Source: an optimization exercise on an open RTL-to-GDS flow (aim: small area, a short achievable clock period and few clock cycles). Production flows keep margins and buffers that such runs may drop.
Only simulation tests tie the RTL to the original design; equivalence was not proved.
Power figures rest on the tool's default switching activity, not on a simulated workload.

Setup of main:
## ia_cpu
module ia_cpu (
    input  wire       clk,
    input  wire       rst,           
    input  wire       load_we,       
    input  wire [7:0] load_addr,     
    input  wire [7:0] load_data,
    output wire [7:0] mem_rdata,     
    input  wire       start,         
    output wire       halted,
    output wire       fault,
    output wire [7:0] acc,
    output wire [7:0] pc,
    output wire [3:0] status,        
    output wire       out_valid,
    output wire [7:0] out_data,
    input  wire       out_ready,
    input  wire       in_valid,
    input  wire [7:0] in_data,
    output wire       in_ready
);
Size: roughly 5,300 cells after synthesis, roughly 2,200 flip-flops, about 70 I/O pins, ~92,000 sq um of cells after synthesis.
Settings: LEC_CHECK=0, CAP_MARGIN=20, CORE_MARGIN=2, CORE_UTILIZATION=65, PLACE_DENSITY=0.72, SETUP_SLACK_MARGIN=3.0, SLEW_MARGIN=20, SYNTH_HIERARCHICAL=1, TNS_END_PERCENT=5; clock period 8.0 ns.
standard.sh (not shown) runs the stock make flow with config.mk's settings and CLKGATE_MAP_FILE= SYNTH_SCRIPT=/design/flow/synth_recipe.tcl, a recipe that flattens the netlist after the stock synthesis.
==> flow/flow/run.sh <==
#!/bin/bash
# The standard layout, with the port buffers made from sky130 buf_4 cells
# (which timing repair may then resize) instead of the flow's default pick.
set -euo pipefail
export BUFFER_PORTS_ARGS="-buffer_cell sky130_fd_sc_hd__buf_4"
bash standard.sh synth > synth.log 2>&1
bash standard.sh floorplan > floorplan.log 2>&1
bash standard.sh place > place.log 2>&1
bash standard.sh cts > cts.log 2>&1
bash standard.sh finish > finish.log 2>&1
Testbench counts of main, summed over its fixed seeds: cycles 42,656.
[inputs] the feature branch vs main
# main
export LEC_CHECK = 0
export CAP_MARGIN = 20
export CORE_MARGIN = 2
export CORE_UTILIZATION = 65
export PLACE_DENSITY = 0.72
export SETUP_SLACK_MARGIN = 3.0
export SLEW_MARGIN = 20
export SYNTH_HIERARCHICAL = 1
export TNS_END_PERCENT = 5
create_clock -name core_clock -period 8.0 [get_ports {clk}]
# the feature branch
export LEC_CHECK = 0
export CAP_MARGIN = 20
export CORE_MARGIN = 2
export CORE_UTILIZATION = 55
export PLACE_DENSITY = 0.65
export SLEW_MARGIN = 20
export SYNTH_HIERARCHICAL = 1
create_clock -name core_clock -period 8.0 [get_ports {clk}]
==> flow/flow/run.sh <==
#!/bin/bash
# The standard layout, step by step; timing repair after clock-tree synthesis
# and after global routing aims for 2 ns of setup slack on every violating
# endpoint (the floorplan and placement steps run with the default margin).
set -euo pipefail
bash standard.sh synth > synth.log 2>&1
bash standard.sh floorplan > floorplan.log 2>&1
bash standard.sh place > place.log 2>&1
export SETUP_SLACK_MARGIN=2.0
export TNS_END_PERCENT=100
bash standard.sh cts > cts.log 2>&1
bash standard.sh finish > finish.log 2>&1
--- outcome ---
Routed length on met3 was lower in the run labelled the feature branch. Power consumed by sequential cells essentially unchanged between main and the feature branch. Diff the feature branch..main | setup slack on the worst flop-to-flop path | negligible. The share of total power in the clock network of the feature branch is lower than that of main. Peak fanout along the critical path (the feature branch over main): decrease, 1.

* * *

ia_cpu again, from the RTL that the note above started with.
Design ia_cpu, start of the top module:
module ia_cpu (
    input  wire       clk,
    input  wire       rst,           
    input  wire       load_we,       
    input  wire [7:0] load_addr,     
    input  wire [7:0] load_data,
    output wire [7:0] mem_rdata,     
    input  wire       start,         
    output wire       halted,
    output wire       fault,
    output wire [7:0] acc,
    output wire [7:0] pc,
    output wire [3:0] status,        
    output wire       out_valid,
    output wire [7:0] out_data,
    input  wire       out_ready,
    input  wire       in_valid,
    input  wire [7:0] in_data,
    output wire       in_ready
);
Settings: LEC_CHECK=0, CAP_MARGIN=20, CORE_MARGIN=2, CORE_UTILIZATION=65, PLACE_DENSITY=0.72, SETUP_SLACK_MARGIN=3.0, SLEW_MARGIN=20, SYNTH_HIERARCHICAL=1, TNS_END_PERCENT=10; clock period 8.0 ns.
==> flow/flow/run.sh <==
#!/bin/bash
# The standard layout, with the port buffers made from sky130 buf_4 cells
# (which timing repair may then resize) instead of the flow's default pick.
set -euo pipefail
export BUFFER_PORTS_ARGS="-buffer_cell sky130_fd_sc_hd__buf_4"
bash standard.sh synth > synth.log 2>&1
bash standard.sh floorplan > floorplan.log 2>&1
bash standard.sh place > place.log 2>&1
bash standard.sh cts > cts.log 2>&1
bash standard.sh finish > finish.log 2>&1
The baseline went through all stages and came out clean.
Testbench counts at the start, summed over its fixed seeds: cycles 42,656.
Edit:
- CORE_UTILIZATION: 65 -> 55
- PLACE_DENSITY: 0.72 -> 0.65
- SETUP_SLACK_MARGIN: 3.0 -> 2.0
- TNS_END_PERCENT: 10 -> 5
What happened:
- The changed run produced a clean layout
- fmax decreases by 1.5%
- core utilization went down by 11 points
- total power barely changes
- wire length is about the same
Edit:
- CORE_UTILIZATION: 55 -> 65
- GPL_TIMING_DRIVEN: unset -> 0
- PLACE_DENSITY: 0.65 -> 0.72
Wire length came out higher by 3.7%.
Worst hold slack got worse by 0.058 ns.
Count of clock-buffer cells in the layout fell by 27.
Fmax fell by 4.5%.
Area after synthesis stays the same.
Edit:
- CORE_UTILIZATION: 65 -> 70
- GPL_TIMING_DRIVEN: 0 -> unset
- PLACE_DENSITY: 0.72 -> 0.75
- SETUP_SLACK_MARGIN: 2.0 -> 3.0
Effect: The new run produced a layout that fails on max-capacitance violations. Clock-buffer cell count came out lower by 6. Non-clock buffer count rose by 6. Via count went up by a few percent. Design area is lower slightly. Die area is lower by a little under a tenth. Wire length rises by roughly a tenth. Setup slack gets worse by 0.58 ns. Flip-flop and latch count does not change. Worst hold slack is better by 0.062 ns.
Edit:
- ABC_CLOCK_PERIOD_IN_PS: unset -> 5000
- CORE_UTILIZATION: 70 -> 65
- PLACE_DENSITY: 0.75 -> 0.72
- SETUP_SLACK_MARGIN: 3.0 -> 2.0
The changed run completed with no timing, DRC or antenna violations.
Total power came out lower by 1.2%.
Clock power came out lower by about 2%.
First-iteration DRC count came out lower by 24%.
Utilization came out lower by 5.9 points.
Final area stays flat.
Synthesized cell count does not change.
Sequential cell count is unchanged.
Sequential power barely changes.
Via count came out lower by 7.5%.
Non-clock buffer count came out lower by 21.

* * *

Starting RTL as in the previous note.
## ia_cpu
module ia_cpu (
    input  wire       clk,
    input  wire       rst,           
    input  wire       load_we,       
    input  wire [7:0] load_addr,     
    input  wire [7:0] load_data,
    output wire [7:0] mem_rdata,     
    input  wire       start,         
    output wire       halted,
    output wire       fault,
    output wire [7:0] acc,
    output wire [7:0] pc,
    output wire [3:0] status,        
    output wire       out_valid,
    output wire [7:0] out_data,
    input  wire       out_ready,
    input  wire       in_valid,
    input  wire [7:0] in_data,
    output wire       in_ready
);
make LEC_CHECK=0 CAP_MARGIN=20 CORE_MARGIN=2 CORE_UTILIZATION=55 CTS_CLUSTER_SIZE=20 PLACE_DENSITY=0.65 SETUP_SLACK_MARGIN=2.0 SLEW_MARGIN=20 SYNTH_HIERARCHICAL=1 TNS_END_PERCENT=5 finish   # period 8.0 ns
run.sh (not shown) runs the stock make flow with config.mk's settings and CLKGATE_MAP_FILE= SYNTH_SCRIPT=/design/flow/synth_recipe.tcl, a recipe that flattens the netlist after the stock synthesis.
Stock flow here: none of the scripts above is used.
The first run completed without violations.
Testbench counts at the start, summed over its fixed seeds: cycles 42,656.
Edit:
CTS_CLUSTER_SIZE = not set   (was 20)
Total power stays the same.
First-iteration DRC count is unchanged.
Count of clock-buffer cells in the layout is unchanged.
Clock skew does not change.
Global-route usage is unchanged.
Sequential power hardly moves.
Edit:
CORE_UTILIZATION = 65   (was 55)
PLACE_DENSITY = 0.72   (was 0.65)
Area after synthesis does not change.
Synthesized cell count does not change.
Wire length goes up by 3.0%.
Setup slack degrades by 0.063 ns.
Cell count goes down by about 4.3%.
Register-to-register slack degrades by 0.03 ns.
Critical path depth goes down by 5.
Edit:
==> flow/flow/run.sh (new file) <==
#!/bin/bash
# The standard layout, with the port buffers made from sky130 buf_4 cells
# (which timing repair may then resize) instead of the flow's default pick.
set -euo pipefail
export BUFFER_PORTS_ARGS="-buffer_cell sky130_fd_sc_hd__buf_4"
bash standard.sh synth > synth.log 2>&1
bash standard.sh floorplan > floorplan.log 2>&1
bash standard.sh place > place.log 2>&1
bash standard.sh cts > cts.log 2>&1
bash standard.sh finish > finish.log 2>&1
==> flow/standard.sh (new file) <==
#!/bin/bash
# synth_recipe.tcl (not shown) runs the flow's synth.tcl, then flattens the netlist and writes it again
# the make line also repeats each setting of config.mk as NAME=value (left out here)
make -C /OpenROAD-flow-scripts/flow DESIGN_CONFIG=/design/flow/config.mk WORK_HOME=/design/flow/orfs CLKGATE_MAP_FILE= SYNTH_SCRIPT=/design/flow/synth_recipe.tcl "${@:-finish}"
CORE_UTILIZATION = 60   (was 65)
PLACE_DENSITY = 0.68   (was 0.72)
SETUP_SLACK_MARGIN = 3.0   (was 2.0)
removed: flow/run.sh
After rerunning: Wire length decreases by 3.9%; clock-buffer cell count increases by 20; cell area decreases by 1.3%; utilization decreases by 6.5 points.
Edit:
--- a/flow/flow/run.sh
+++ b/flow/flow/run.sh
@@ -3 +3,3 @@
-# (which timing repair may then resize) instead of the flow's default pick.
+# (which timing repair may then resize) instead of the flow's default pick,
+# and timing repair after clock-tree synthesis and global routing aiming for
+# 2.5 ns of setup slack on every violating endpoint.
@@ -8,0 +11,2 @@
+export SETUP_SLACK_MARGIN=2.5
+export TNS_END_PERCENT=100
CORE_UTILIZATION = 55   (was 60)
PLACE_DENSITY = 0.65   (was 0.68)
SETUP_SLACK_MARGIN = not set   (was 3.0)
TNS_END_PERCENT = not set   (was 5)
Result: The new run produced a clean layout. Fmax falls by 0.77%. Core utilization is lower by 4.1 points. Combinational power rises by 17%. Die area is higher by 9.0%.

* * *

run 5:
ia_cpu, a different RTL version from the one above (not shown whole).
Size in the first run: about 5200 cells after synthesis, roughly 2100 flip-flops, about 70 I/O pins, roughly 91000 sq um of cells after synthesis.
export LEC_CHECK = 0
export CAP_MARGIN = 20
export CORE_MARGIN = 2
export CORE_UTILIZATION = 55
export PLACE_DENSITY = 0.65
export SETUP_SLACK_MARGIN = 1.0
export SLEW_MARGIN = 20
export SYNTH_HIERARCHICAL = 1
export TNS_END_PERCENT = 5
create_clock -name core_clock -period 8.0 [get_ports {clk}]
Stock flow here: none of the scripts above is used.
Run 5 finished every stage and its layout cleared the timing, design-rule and antenna checks.
Testbench counts of run 5, summed over its fixed seeds: cycles 43,003.
--- input diff run 5..run 1 ---
Settings: removing TNS_END_PERCENT (formerly 5); removing SETUP_SLACK_MARGIN (formerly 1.0).
==> flow/flow/run.sh (new file) <==
#!/bin/bash
# The standard layout, step by step; timing repair after clock-tree synthesis
# and after global routing aims for 2 ns of setup slack on every violating
# endpoint (the floorplan and placement steps run with the default margin).
set -euo pipefail
bash standard.sh synth > synth.log 2>&1
bash standard.sh floorplan > floorplan.log 2>&1
bash standard.sh place > place.log 2>&1
export SETUP_SLACK_MARGIN=2.0
export TNS_END_PERCENT=100
bash standard.sh cts > cts.log 2>&1
bash standard.sh finish > finish.log 2>&1
==> flow/standard.sh (new file) <==
#!/bin/bash
# synth_recipe.tcl (not shown) runs the flow's synth.tcl, then flattens the netlist and writes it again
# the make line also repeats each setting of config.mk as NAME=value (left out here)
make -C /OpenROAD-flow-scripts/flow DESIGN_CONFIG=/design/flow/config.mk WORK_HOME=/design/flow/orfs CLKGATE_MAP_FILE= SYNTH_SCRIPT=/design/flow/synth_recipe.tcl "${@:-finish}"
removed: flow/run.sh
--- outcome ---
- Comparing net switching share of the total power for run 5 and run 1, the bigger number came from run 1.
- load_addr[6] as the start point of the critical path was reported by run 5, and load_addr[2] by run 1.
- Across both runs, global routing met2 resource utilization was lower for run 1 than for run 5.
- Run 1: clock period minus final worst setup slack is 0.26 ns lower than what run 5 reported.

## static timing again, ports no longer ideal
No port has a modelled driver above. Below, the same layouts with a new extraction and two added sets of constraints.
Step 1, drivers: a clkbuf_16 drives clk and a buf_2 each remaining input, both assumed.
Step 2 adds t to the input delays and takes it off the output delays; t is the mean of the earliest and latest rising clock arrival at the registers after step 1. Input paths then give back, and output paths get back, about the clock's delay inside the block.
Slacks: ideal / step 1 / step 2; pairs: ideal / step 1.
run	shift t [ns]	setup slack, ns	slew at the worst register clock pin (ns)	worst data-port slew with drivers (ns)
main	0.922	1.226 / 1.157 / 0.400	0.07 / 0.07	0.13
the feature branch	0.943	1.294 / 1.237 / 0.422	0.07 / 0.07	0.12
the first run of note 2	0.909	1.280 / 1.219 / 0.381	0.07 / 0.07	0.13
the second run of note 2	0.942	1.179 / 1.149 / 0.271	0.07 / 0.07	0.13
the third run of note 2	0.910	0.858 / 0.910 / 0.000	0.08 / 0.08	0.14
the fourth run of note 2	0.928	0.276 / 0.246 / -0.563	0.08 / 0.08	0.14
the fifth run of note 2	0.922	1.161 / 1.106 / 0.337	0.07 / 0.07	0.10
the first run of note 3	0.933	1.139 / 1.088 / 0.317	0.07 / 0.07	0.05
the second run of note 3	0.933	1.139 / 1.088 / 0.317	0.07 / 0.07	0.05
the third run of note 3	0.915	1.077 / 0.969 / 0.221	0.08 / 0.08	0.10
the fourth run of note 3	0.921	1.314 / 1.265 / 0.444	0.07 / 0.07	0.15
the fifth run of note 3	0.944	1.262 / 1.312 / 0.368	0.07 / 0.07	0.13
run 5	0.933	1.076 / 1.049 / 0.266	0.07 / 0.07	0.10
run 1	0.927	1.338 / 1.336 / 0.455	0.07 / 0.07	0.06
For the second run of note 2, which loses most, drivers alone change the setup slack by -0.030 ns; drivers and shift together by -0.908 ns.
